What follows belongs to an exercise in optimizing a design on an open flow for a short achievable clock period and few clock cycles; a production flow would make more cautious choices. The RTL was checked by simulation tests, not by an equivalence proof against the original design.

--- config.mk ---
export PLATFORM = sky130hd
export DESIGN_NAME = gcif_br
export DESIGN_NICKNAME = gcif_br
export VERILOG_FILES = /design/flow/design.v
export SDC_FILE = /design/flow/constraint.sdc
export NUM_CORES = 4
export LEC_CHECK = 0
export CAP_MARGIN = 20
export CORE_MARGIN = 2
export CORE_UTILIZATION = 40
export SLEW_MARGIN = 20
--- design.v ---
module gcif_mixh (
    input  wire [31:0] h,
    input  wire [31:0] k,
    output wire [31:0] y
);
    wire [31:0] x = h ^ k;
    wire [31:0] r = {x[18:0], x[31:19]};         
    assign y = {r[29:0], 2'b00} + r + 32'hE6546B64;
endmodule
module gcif_fin1 (
    input  wire [31:0] x0,
    output wire [31:0] x2
);
    wire [31:0] x1 = x0 ^ (x0 >> 16);
    assign x2 = x1 * 32'h85EBCA6B;
endmodule
module gcif_fin2 (
    input  wire [31:0] x2,
    output wire [31:0] y
);
    wire [31:0] x3 = x2 ^ (x2 >> 13);
    wire [31:0] x4 = x3 * 32'hC2B2AE35;
    assign y = x4 ^ (x4 >> 16);
endmodule
module gcif_br #(
    parameter [31:0] HEAD_MAGIC = 32'h11223344,
    parameter [31:0] HEAD_SEED  = 32'h00000001,
    parameter [31:0] DATA_SEED  = 32'h00000002
) (
    input  wire        clk,
    input  wire        rst,
    input  wire        cmd_valid,
    output wire        cmd_ready,
    input  wire [39:0] cmd_data,
    output reg         rsp_valid,
    output reg  [39:0] rsp_data,
    output reg         mem_req,
    output wire [29:0] mem_addr,
    input  wire        mem_ready,
    input  wire [31:0] mem_rdata,
    output wire [31:0] tbl_id,
    output wire [15:0] tbl_code,
    input  wire [15:0] tbl_sym,
    input  wire [4:0]  tbl_len
);
    localparam [7:0] OP_INIT       = 8'h01;
    localparam [7:0] OP_PEEK       = 8'h02;
    localparam [7:0] OP_EAT        = 8'h03;
    localparam [7:0] OP_NEXTSYM    = 8'h04;
    localparam [7:0] OP_BODY_FINAL = 8'h05;
    localparam [7:0] OP_GET_WIDTH  = 8'h10;
    localparam [7:0] OP_GET_HEIGHT = 8'h11;
    localparam [7:0] OP_GET_EOF    = 8'h12;
    localparam [7:0] OP_GET_DHASH  = 8'h13;
    localparam [7:0] OP_GET_HHASH  = 8'h14;
    localparam [7:0] OP_GET_WCOUNT = 8'h15;
    localparam [7:0] OP_GET_MODE   = 8'h16;
    localparam [7:0] OP_GET_ERROR  = 8'h17;
    localparam [1:0] MODE_UNINIT = 2'd0;
    localparam [1:0] MODE_READY  = 2'd1;
    localparam [1:0] MODE_FAILED = 2'd2;
    localparam [7:0] ERR_BAD_HEADER = 8'd2;
    localparam integer WFD = 4;      
    localparam integer KFD = 16;     
    localparam integer F_INIT = 0, F_PEEK = 1, F_EAT = 2, F_NSYM = 3, F_BF = 4;
    function [4:0] dec;
        input [7:0] op;
        begin
            dec = 5'd0;
            dec[F_INIT] = (op == OP_INIT);
            dec[F_PEEK] = (op == OP_PEEK);
            dec[F_EAT]  = (op == OP_EAT);
            dec[F_NSYM] = (op == OP_NEXTSYM);
            dec[F_BF]   = (op == OP_BODY_FINAL);
        end
    endfunction
    reg        e_v, s_v;
    reg [39:0] e_cmd, s_cmd;
    reg [4:0]  e_fl, s_fl;
    reg [1:0]  mode;
    reg [7:0]  last_err;
    reg [5:0]  bl;            
    reg [5:0]  ll;            
    reg [29:0] words_left;
    reg [29:0] word_count;
    reg        eof;
    reg [31:0] bh;            
    reg [15:0] width;
    reg [15:0] height;
    reg [31:0] data_hash;
    reg [31:0] head_hash;
    reg [63:0] sb;            
    reg [6:0]  sv;            
    reg [29:0] app_rem;       
    reg        all_app;       
    reg [31:0] wf [0:WFD-1];
    reg [1:0]  wf_wp, wf_rp;
    reg [2:0]  wf_cnt;
    reg        fetch_en;
    reg [29:0] fetch_addr;
    reg [29:0] fetch_rem;     
    reg [2:0]  hdr_cnt;       
    reg [4:0]  kcred;         
    reg        c_v, s1_v, s2_v;
    reg        c_hdr, s1_hdr, s2_hdr;
    reg [1:0]  c_idx, s1_idx, s2_idx;
    reg [31:0] c_w, s1_m, s2_k;
    reg [31:0] kf [0:KFD-1];
    reg [3:0]  kf_wp, kf_rp;
    reg [4:0]  kf_cnt;
    reg [5:0]  pend;          
    reg        magic_ok;
    reg [31:0] hw1, hw2, hw3;
    reg        hw3_v;
    reg [31:0] hh;
    reg        hh3_v;         
    reg        ist;           
    reg [29:0] init_wc;       
    reg        f1_v, f2_v;
    reg [31:0] f1, f2;
    reg        bst;           
    wire [7:0]  op  = e_cmd[39:32];
    wire [31:0] arg = e_cmd[31:0];
    wire [4:0]  n   = e_cmd[4:0];
    wire is_init = e_fl[F_INIT];
    wire is_peek = e_fl[F_PEEK];
    wire is_eat  = e_fl[F_EAT];
    wire is_nsym = e_fl[F_NSYM];
    wire is_bf   = e_fl[F_BF];
    wire is_strm = is_peek | is_eat | is_nsym;
    wire mode_rdy   = (mode == MODE_READY);
    wire data_short = (sv < 7'd16) & ~all_app;
    wire strm_wait  = is_strm & mode_rdy & data_short;
    wire [29:0] tw       = arg[31:2];
    wire        tw_short = (tw < 30'd4);
    wire        init_start = e_v & is_init & ~ist;
    wire        init_done  = e_v & is_init & ist & f2_v & hw3_v;
    wire        init_ok    = magic_ok & (f2 == hw3);
    wire        bf_launch = e_v & is_bf & ~bst & (pend == 6'd0);
    wire        bf_done   = e_v & is_bf & bst & f2_v;
    wire fire = e_v & (is_init ? ((init_start & tw_short) | init_done) :
                       is_bf   ? bf_done :
                                 ~strm_wait);
    assign cmd_ready = ~s_v & ~(e_v & (strm_wait | (is_init & (~ist | (hdr_cnt != 3'd4)))));
    wire hs = cmd_valid & cmd_ready;
    wire hs_init = hs & (cmd_data[39:32] == OP_INIT);
    wire [5:0] need   = is_nsym ? 6'd16 : {1'b0, n};
    wire       refill = (is_peek | is_nsym) & (bl < need);
    wire [6:0] tot    = {1'b0, bl} + {1'b0, ll};
    wire       br_a   = tot[6] | tot[5];
    wire       wl_nz  = (words_left != 30'd0);
    wire       pull   = fire & refill & ~br_a & wl_nz;
    wire [5:0] bl1    = refill ? ((br_a | wl_nz) ? 6'd32 : tot[5:0]) : bl;
    wire [5:0] ll1    = refill ? (br_a ? tot[5:0] - 6'd32 : (wl_nz ? tot[5:0] : 6'd0)) : ll;
    wire       eof1   = refill & ~br_a & ~wl_nz & (tot == 7'd0);
    wire [5:0] eat_amt = ({1'b0, n} < bl) ? {1'b0, n} : bl;
    wire [6:0] nsym_d  = {1'b0, bl1} - {2'b0, tbl_len};
    wire [5:0] bl_nsym = nsym_d[6] ? 6'd0 : nsym_d[5:0];
    wire        app    = (sv <= 7'd32) & (wf_cnt != 3'd0);
    wire [31:0] wf_hd  = wf[wf_rp];
    wire [63:0] sb_a   = app ? (sb | ({wf_hd, 32'd0} >> sv)) : sb;
    wire [6:0]  sv_a   = app ? sv + 7'd32 : sv;
    wire        sh_nsym = fire & is_nsym;
    wire [4:0]  sh_amt  = sh_nsym ? tbl_len : ((fire & is_eat) ? eat_amt[4:0] : 5'd0);
    wire [63:0] sb_n   = sb_a << sh_amt;
    wire [7:0]  sv_d   = {1'b0, sv_a} - {3'b0, sh_amt};
    wire [6:0]  sv_n   = sv_d[7] ? 7'd0 : sv_d[6:0];
    wire [15:0] peek_data = sb[63:48] >> (5'd16 - n);
    wire [31:0] k_m1, k_m2;
    assign k_m1 = c_w * 32'hCC9E2D51;
    assign k_m2 = {s1_m[16:0], s1_m[31:17]} * 32'h1B873593;
    wire [31:0] hh_in = (s2_idx == 2'd0) ? HEAD_SEED : hh;
    wire [31:0] hh_y;
    gcif_mixh u_hmix (.h(hh_in), .k(s2_k), .y(hh_y));
    wire        bh_step = (pend != 6'd0) & (kf_cnt != 5'd0);
    wire [31:0] bh_y;
    gcif_mixh u_bmix (.h(bh), .k(kf[kf_rp]), .y(bh_y));
    wire        fin_launch = bf_launch | hh3_v;
    wire [31:0] fin_x0 = bf_launch ? (bh ^ arg) : (hh ^ 32'd4);
    wire [31:0] fin_x2, fin_y;
    gcif_fin1 u_fin1 (.x0(fin_x0), .x2(fin_x2));
    gcif_fin2 u_fin2 (.x2(f1), .y(fin_y));
    wire acc      = mem_req & mem_ready;
    wire acc_body = acc & (hdr_cnt == 3'd4);
    assign mem_addr = fetch_addr;
    assign tbl_id   = arg;
    assign tbl_code = sb[63:48];
    wire       wf_pop   = app;
    wire [2:0] wf_cnt_n = wf_cnt + {2'd0, acc_body} - {2'd0, wf_pop};
    wire       kf_pop   = bh_step;
    wire [4:0] kcred_n  = kcred + {4'd0, acc_body} - {4'd0, kf_pop};
    wire       hdr_n    = (hdr_cnt != 3'd4) & ~(acc & (hdr_cnt == 3'd3));
    wire       rem_gt1  = (fetch_rem > 30'd1);
    wire       rem_nz   = (fetch_rem != 30'd0);
    wire       rem_n_nz = acc ? rem_gt1 : rem_nz;
    wire       req_n    = rem_n_nz & (hdr_n | ((wf_cnt_n < WFD) & (kcred_n < KFD)));
    integer i;
    always @(posedge clk) begin
        if (rst) begin
            e_v       <= 1'b0;
            s_v       <= 1'b0;
            rsp_valid <= 1'b0;
            mode      <= MODE_UNINIT;
            last_err  <= 8'd0;
            bl        <= 6'd0;
            ll        <= 6'd0;
            words_left <= 30'd0;
            word_count <= 30'd0;
            eof       <= 1'b0;
            bh        <= 32'd0;
            width     <= 16'd0;
            height    <= 16'd0;
            data_hash <= 32'd0;
            head_hash <= 32'd0;
            sb        <= 64'd0;
            sv        <= 7'd0;
            app_rem   <= 30'd0;
            all_app   <= 1'b1;
            wf_wp     <= 2'd0;
            wf_rp     <= 2'd0;
            wf_cnt    <= 3'd0;
            fetch_en  <= 1'b0;
            mem_req   <= 1'b0;
            fetch_addr <= 30'd0;
            fetch_rem <= 30'd0;
            hdr_cnt   <= 3'd4;
            kcred     <= 5'd0;
            c_v       <= 1'b0;
            s1_v      <= 1'b0;
            s2_v      <= 1'b0;
            kf_wp     <= 4'd0;
            kf_rp     <= 4'd0;
            kf_cnt    <= 5'd0;
            pend      <= 6'd0;
            magic_ok  <= 1'b0;
            hw3_v     <= 1'b0;
            hh3_v     <= 1'b0;
            ist       <= 1'b0;
            f1_v      <= 1'b0;
            f2_v      <= 1'b0;
            bst       <= 1'b0;
        end else begin
            if (~e_v | fire) begin
                if (s_v) begin
                    e_cmd <= s_cmd;
                    e_fl  <= s_fl;
                    e_v   <= 1'b1;
                    s_v   <= 1'b0;
                end else begin
                    e_v <= hs;
                    if (hs) begin
                        e_cmd <= cmd_data;
                        e_fl  <= dec(cmd_data[39:32]);
                    end
                end
            end else if (hs) begin
                s_cmd <= cmd_data;
                s_fl  <= dec(cmd_data[39:32]);
                s_v   <= 1'b1;
            end
            rsp_valid <= fire;
            if (fire) begin
                if (is_init)
                    rsp_data <= (init_start | ~init_ok) ? {ERR_BAD_HEADER, 32'd0} : 40'd0;
                else if (is_nsym)
                    rsp_data <= {24'd0, tbl_sym};
                else if (is_peek)
                    rsp_data <= {24'd0, peek_data};
                else if (is_bf)
                    rsp_data <= {8'd0, f2};
                else begin
                    case (op)
                        OP_GET_WIDTH:  rsp_data <= {24'd0, width};
                        OP_GET_HEIGHT: rsp_data <= {24'd0, height};
                        OP_GET_EOF:    rsp_data <= {39'd0, eof};
                        OP_GET_DHASH:  rsp_data <= {8'd0, data_hash};
                        OP_GET_HHASH:  rsp_data <= {8'd0, head_hash};
                        OP_GET_WCOUNT: rsp_data <= {10'd0, word_count};
                        OP_GET_MODE:   rsp_data <= {38'd0, mode};
                        OP_GET_ERROR:  rsp_data <= {32'd0, last_err};
                        default:       rsp_data <= 40'd0;
                    endcase
                end
            end
            if (fire & is_strm) begin
                if (is_eat) begin
                    bl <= bl - eat_amt;
                end else begin
                    bl <= is_nsym ? bl_nsym : bl1;
                    ll <= ll1;
                    if (eof1) eof <= 1'b1;
                end
            end
            if (pull) words_left <= words_left - 30'd1;
            sb <= sb_n;
            sv <= sv_n;
            if (app) begin
                wf_rp   <= wf_rp + 2'd1;
                app_rem <= app_rem - 30'd1;
                all_app <= (app_rem == 30'd1);
            end
            if (acc_body) begin
                wf[wf_wp] <= mem_rdata;
                wf_wp     <= wf_wp + 2'd1;
            end
            wf_cnt <= wf_cnt_n;
            kcred  <= kcred_n;
            if (acc) begin
                fetch_addr <= fetch_addr + 30'd1;
                fetch_rem  <= fetch_rem - 30'd1;
                if (hdr_cnt != 3'd4) hdr_cnt <= hdr_cnt + 3'd1;
            end
            mem_req <= fetch_en & req_n & ~hs_init;
            if (hs_init) fetch_en <= 1'b0;
            c_v   <= acc;
            c_w   <= mem_rdata;
            c_hdr <= (hdr_cnt != 3'd4);
            c_idx <= hdr_cnt[1:0];
            s1_v   <= c_v;
            s1_m   <= k_m1;
            s1_hdr <= c_hdr;
            s1_idx <= c_idx;
            s2_v   <= s1_v;
            s2_k   <= k_m2;
            s2_hdr <= s1_hdr;
            s2_idx <= s1_idx;
            if (c_v & c_hdr) begin
                case (c_idx)
                    2'd0: magic_ok <= (c_w == HEAD_MAGIC);
                    2'd1: hw1 <= c_w;
                    2'd2: hw2 <= c_w;
                    default: begin
                        hw3   <= c_w;
                        hw3_v <= 1'b1;
                    end
                endcase
            end
            hh3_v <= 1'b0;
            if (s2_v & s2_hdr & (s2_idx != 2'd3)) begin
                hh <= hh_y;
                if (s2_idx == 2'd2) hh3_v <= 1'b1;
            end
            if (s2_v & ~s2_hdr) begin
                kf[kf_wp] <= s2_k;
                kf_wp     <= kf_wp + 4'd1;
            end
            kf_cnt <= kf_cnt + {4'd0, s2_v & ~s2_hdr} - {4'd0, kf_pop};
            if (kf_pop) begin
                kf_rp <= kf_rp + 4'd1;
                bh    <= bh_y;
            end
            pend <= pend + {5'd0, pull} - {5'd0, kf_pop};
            f1_v <= fin_launch;
            if (fin_launch) f1 <= fin_x2;
            if (f1_v) begin
                f2   <= fin_y;
                f2_v <= 1'b1;
            end
            if (bf_launch) bst <= 1'b1;
            if (bf_done) begin
                bst  <= 1'b0;
                f2_v <= 1'b0;
            end
            if (init_start) begin
                mode       <= MODE_UNINIT;
                last_err   <= 8'd0;
                bl         <= 6'd0;
                ll         <= 6'd0;
                words_left <= 30'd0;
                word_count <= 30'd0;
                eof        <= 1'b0;
                bh         <= 32'd0;
                width      <= 16'd0;
                height     <= 16'd0;
                data_hash  <= 32'd0;
                head_hash  <= 32'd0;
                sb         <= 64'd0;
                sv         <= 7'd0;
                wf_wp      <= 2'd0;
                wf_rp      <= 2'd0;
                wf_cnt     <= 3'd0;
                kcred      <= 5'd0;
                c_v        <= 1'b0;
                s1_v       <= 1'b0;
                s2_v       <= 1'b0;
                kf_wp      <= 4'd0;
                kf_rp      <= 4'd0;
                kf_cnt     <= 5'd0;
                pend       <= 6'd0;
                hw3_v      <= 1'b0;
                hh3_v      <= 1'b0;
                f1_v       <= 1'b0;
                f2_v       <= 1'b0;
                fetch_addr <= 30'd0;
                init_wc    <= tw - 30'd4;
                if (tw_short) begin
                    mode     <= MODE_FAILED;
                    last_err <= ERR_BAD_HEADER;
                    fetch_en <= 1'b0;
                    mem_req  <= 1'b0;
                    hdr_cnt  <= 3'd4;
                    app_rem  <= 30'd0;
                    all_app  <= 1'b1;
                end else begin
                    ist       <= 1'b1;
                    fetch_en  <= 1'b1;
                    mem_req   <= 1'b1;
                    fetch_rem <= tw;
                    hdr_cnt   <= 3'd0;
                    app_rem   <= tw - 30'd4;
                    all_app   <= (tw == 30'd4);
                end
            end
            if (init_done) begin
                ist  <= 1'b0;
                f2_v <= 1'b0;
                if (init_ok) begin
                    mode       <= MODE_READY;
                    words_left <= init_wc;
                    word_count <= init_wc;
                    bh         <= DATA_SEED;
                    width      <= hw1[31:16];
                    height     <= hw1[15:0];
                    data_hash  <= hw2;
                    head_hash  <= hw3;
                end else begin
                    mode     <= MODE_FAILED;
                    last_err <= ERR_BAD_HEADER;
                    fetch_en <= 1'b0;
                    mem_req  <= 1'b0;
                end
            end
        end
    end
endmodule
--- constraint.sdc ---
create_clock -name core_clock -period 20.0 [get_ports {clk}]
set_input_delay 4.0000 -clock core_clock [delete_from_list [all_inputs] [get_ports {clk}]]
set_output_delay 4.0000 -clock core_clock [all_outputs]
set_load 0.01 [all_outputs]
--- run.sh ---
#!/bin/bash
# synth_recipe.tcl (not shown) runs the flow's synth.tcl, then flattens the netlist and writes it again
# the make line also repeats each setting of config.mk as NAME=value (left out here)
make -C /OpenROAD-flow-scripts/flow DESIGN_CONFIG=/design/flow/config.mk WORK_HOME=/design/flow/orfs CLKGATE_MAP_FILE= SYNTH_SCRIPT=/design/flow/synth_recipe.tcl finish
==> flow_metrics.env <==
export IMPL_drtIter0Drc=7379
export IMPL_async_reset_ff_frac=0
export IMPL_yosysWarningCount=1
export IMPL_setup_worst_path_class="flip-flop to flip-flop"
export IMPL_synth_distinct_cells=114
export IMPL_drt_pass1_iterations=10
export IMPL_ys_flop_type="edfxtp_1"
export IMPL_synth_seq_cells=1518
export IMPL_grt_pass1_wl_mm=485
export IMPL_hold_violations=0
export IMPL_drt_vias_per_instance=5.54
export IMPL_cp_arrival_ns=10.49
export IMPL_synth_area_leader_cell="edfxtp_1"
export IMPL_die_x_microns=517
export IMPL_synth_top_area_frac=0.311
export IMPL_cts_sinks=1518
export IMPL_tightest_slew_ns=1.22
export IMPL_synth_most_common_cell="inv_1"
export IMPL_seq_area_sq_um=41300
export IMPL_cts_root_buf="clkbuf_16"
export IMPL_grt_pass1_vias=72200
export IMPL_io_buffers=210
export IMPL_synth_simple_gate_area_frac=0.0758
export IMPL_end_kind="flip-flop"
export IMPL_critPathLaunchType="flip-flop"
export IMPL_ctsResizeCount=0
export IMPL_dieArea_sq_um=267000
export IMPL_grt_start_max_net_pins=98
export IMPL_met2_usage=0.390
export IMPL_htreeDepth=4
export IMPL_synth_area_mux_share=0.0644
export IMPL_r2r_slack_ns=10.07
export IMPL_busiest_layer="met2"
export IMPL_fin_crit_sh=0.496
export IMPL_synth_edff_count=1090
export IMPL_cts_buffers=161
export IMPL_cp_max_fo=65
export IMPL_final_antenna_net_count=0
export IMPL_core_area_sq_um=262000
export IMPL_met1_usage=0.347
export IMPL_fin_tns_setup_ns=0
export IMPL_grtUsageTotal=0.246
export IMPL_syn_inst=9116
export IMPL_cts_hold_buffers=0
export IMPL_die_y_microns=517
export IMPL_vias=71700
export IMPL_drv_slew=0
export IMPL_rsz0062_at_grt="no"
export IMPL_place_gp_congestion=0.988
export IMPL_yosys_area_share_xor_xnor=0.0507
export IMPL_dpl_cell_area_sq_um=111000
export IMPL_outcome="finished clean"
export IMPL_worst_ep_required_time_ns=20.57
export IMPL_nets=11100
export IMPL_start_util=0.401
export IMPL_whs_path_depth=0
export IMPL_clk_latency_ns=0.87
export IMPL_synth_area_per_cell_sq_um=11.5
export IMPL_cap_violations=0
export IMPL_syn_area_sq_um=105000
export IMPL_layout_drive_gt1_share=0.0862
export IMPL_cts_setup_buffers=0
export IMPL_ys_top_cells_by_count="inv_1 (1388), edfxtp_1 (1090), ha_1 (956)"
export IMPL_fillerInstances=24200
export IMPL_io_pin_count=218
export IMPL_met3_usage=0.0355
export IMPL_dp_hpwl_mm=253
export IMPL_ys_seq_area_frac=0.393
export IMPL_cts_clk_slew_worst_paths_ns=0.06
export IMPL_clock_fmax_mhz=101
export IMPL_cp_slowest_cell="xnor2_1"
export IMPL_postLayoutCellArea_sq_um=117000
export IMPL_drc=0
export IMPL_ys_top_cells_by_area="edfxtp_1 (31%), fa_1 (14%), ha_1 (11%)"
export IMPL_ff2ff_path_depth=29
export IMPL_multi_input_area_sq_um=57200
export IMPL_min_period_ns=9.93
export IMPL_area_growth_pct=11.0
export IMPL_hp_class="flip-flop to flip-flop"
export IMPL_synth_top_family_by_area="adder cells"
export IMPL_rows=188
export IMPL_finalClockSkew_ns=0.0716
export IMPL_synth_fa_ha_area_frac=0.255
export IMPL_crit_top_cell="fa_1"
export IMPL_synth_compound_area_frac=0.0960
export IMPL_max_stage_delay_ns=0.81
export IMPL_max_slew_margin=0.182
export IMPL_cts_tree="built"
export IMPL_antenna_found_initial=9
export IMPL_overflow=0
export IMPL_setup_viol=0
export IMPL_clockBufferDepth=3
export IMPL_wl_mm=331
export IMPL_wire_per_inst_microns=25.6
## final timing paths
path / from / endpoint
min reg2reg: s1_hdr / s2_hdr
min: s1_hdr / s2_hdr
max reg2reg: e_fl[4] / f1[31]
max: e_fl[4] / f1[31]
## metal layers
| layer | part of all wire | vias up |
|---|---|---|
| li1 | - | 32300 |
| met5 | 0.000067 | - |
| met4 | 0.032 | 4 |
| met1 | 0.44 | 36300 |
| met3 | 0.068 | 463 |
| met2 | 0.46 | 2653 |
## critical path: cells and delay by family, from the launching register on
kind,cells,cell delay (ns)
DFF,1,0.32
buffers and inverters,5,1.44
xor gates and xnor gates,2,0.89
AOI/OAI and AO/OA,7,1.54
adders and majority gates,9,3.75
and+or+nand+nor,6,1.63
## sequential cells by signal (all words and copies together) (netlist names), 33 cells and up, named ones only
register / count
kf: 512
wf: 128
sb: 64
e_cmd: 40
s_cmd: 40
rsp_data: 33
## cell families (layout without fill, tap and decap cells)
group,Yosys count,after routing
AOI/OAI and AO/OA,1413,1413
xor gates and xnor gates,609,609
adders and majority gates,1696,1696
buffers and inverters,1750,2040
DFF,1518,1518
muxes,424,424
other,1,12
and+or+nand+nor,1705,1705
## through the flow
step / hold slack [ns] / instances / setup WS (ns) / utilization
after floorplan: 0.400 / 9122 / 10.78 / -
after global placement: 0.402 / 12600 / 10.41 / 0.425
after detailed placement: 0.407 / 12600 / 10.23 / 0.425
after CTS: 0.405 / 12900 / 10.18 / 0.446
after global routing: 0.423 / 12900 / 9.58 / 0.446
final: 0.411 / 12900 / 10.07 / 0.446
## cell usage in the layout (no fill, tap or decap), types with 39 or more instances in the layout
cell type           n
fa_1              740
mux2i_1           129
edfxtp_1         1090
a22o_1            129
a211oi_1           75
a22oi_1            52
mux2_2             90
dfxtp_1           422
buf_4             134
a31oi_1            57
clkdlybuf4s50_1   209
nand2b_1           59
inv_1            1387
and3_1             54
o21ai_0           218
mux4_2            187
or3_1              39
a21o_1             74
xor2_1            202
nor4_1             54
nand2_1           448
a21oi_1           272
clkbuf_16         163
nor2b_1            42
xnor2_1           407
nand3_1           112
ha_1              956
nor3_1            165
nor2_1            517
o22ai_1            78
## cell type report
cell class                      count  area share
Antenna cell                        5    0.000107
Clock buffer                      212      0.0377
Clock inverter                     88     0.00909
Inverter                         1396      0.0449
Multi-Input combinational cell   5854       0.490
Sequential cell                  1518       0.354
Tap cell                         3515      0.0377
Timing Repair Buffer              344      0.0268
Testbench counts, summed over its fixed seeds: cycles 14,207.

## afterwards: timing with drivers on the ports
No port has a modelled driver above. Below, the same layout with a new extraction and two added sets of constraints. Step 1, drivers: a clkbuf_16 drives clk and a buf_2 each remaining input, both assumed. Step 2 also shifts input and output timing later by t, the mid clock arrival at the registers, as if the neighbouring blocks saw the same clock. Three values: ideal ports, drivers, drivers and shift; two values: the first two.
t (ns): 0.921
slack for setup (ns): 10.075 / 10.075 / 10.075
worst setup path after step 2: register to register
latest minus earliest clock arrival (ns): 0.075 / 0.074
After both steps setup and hold are still met in this run. The setup slack of this run moves by 0.000 ns with the drivers and by 0.000 ns with both steps.
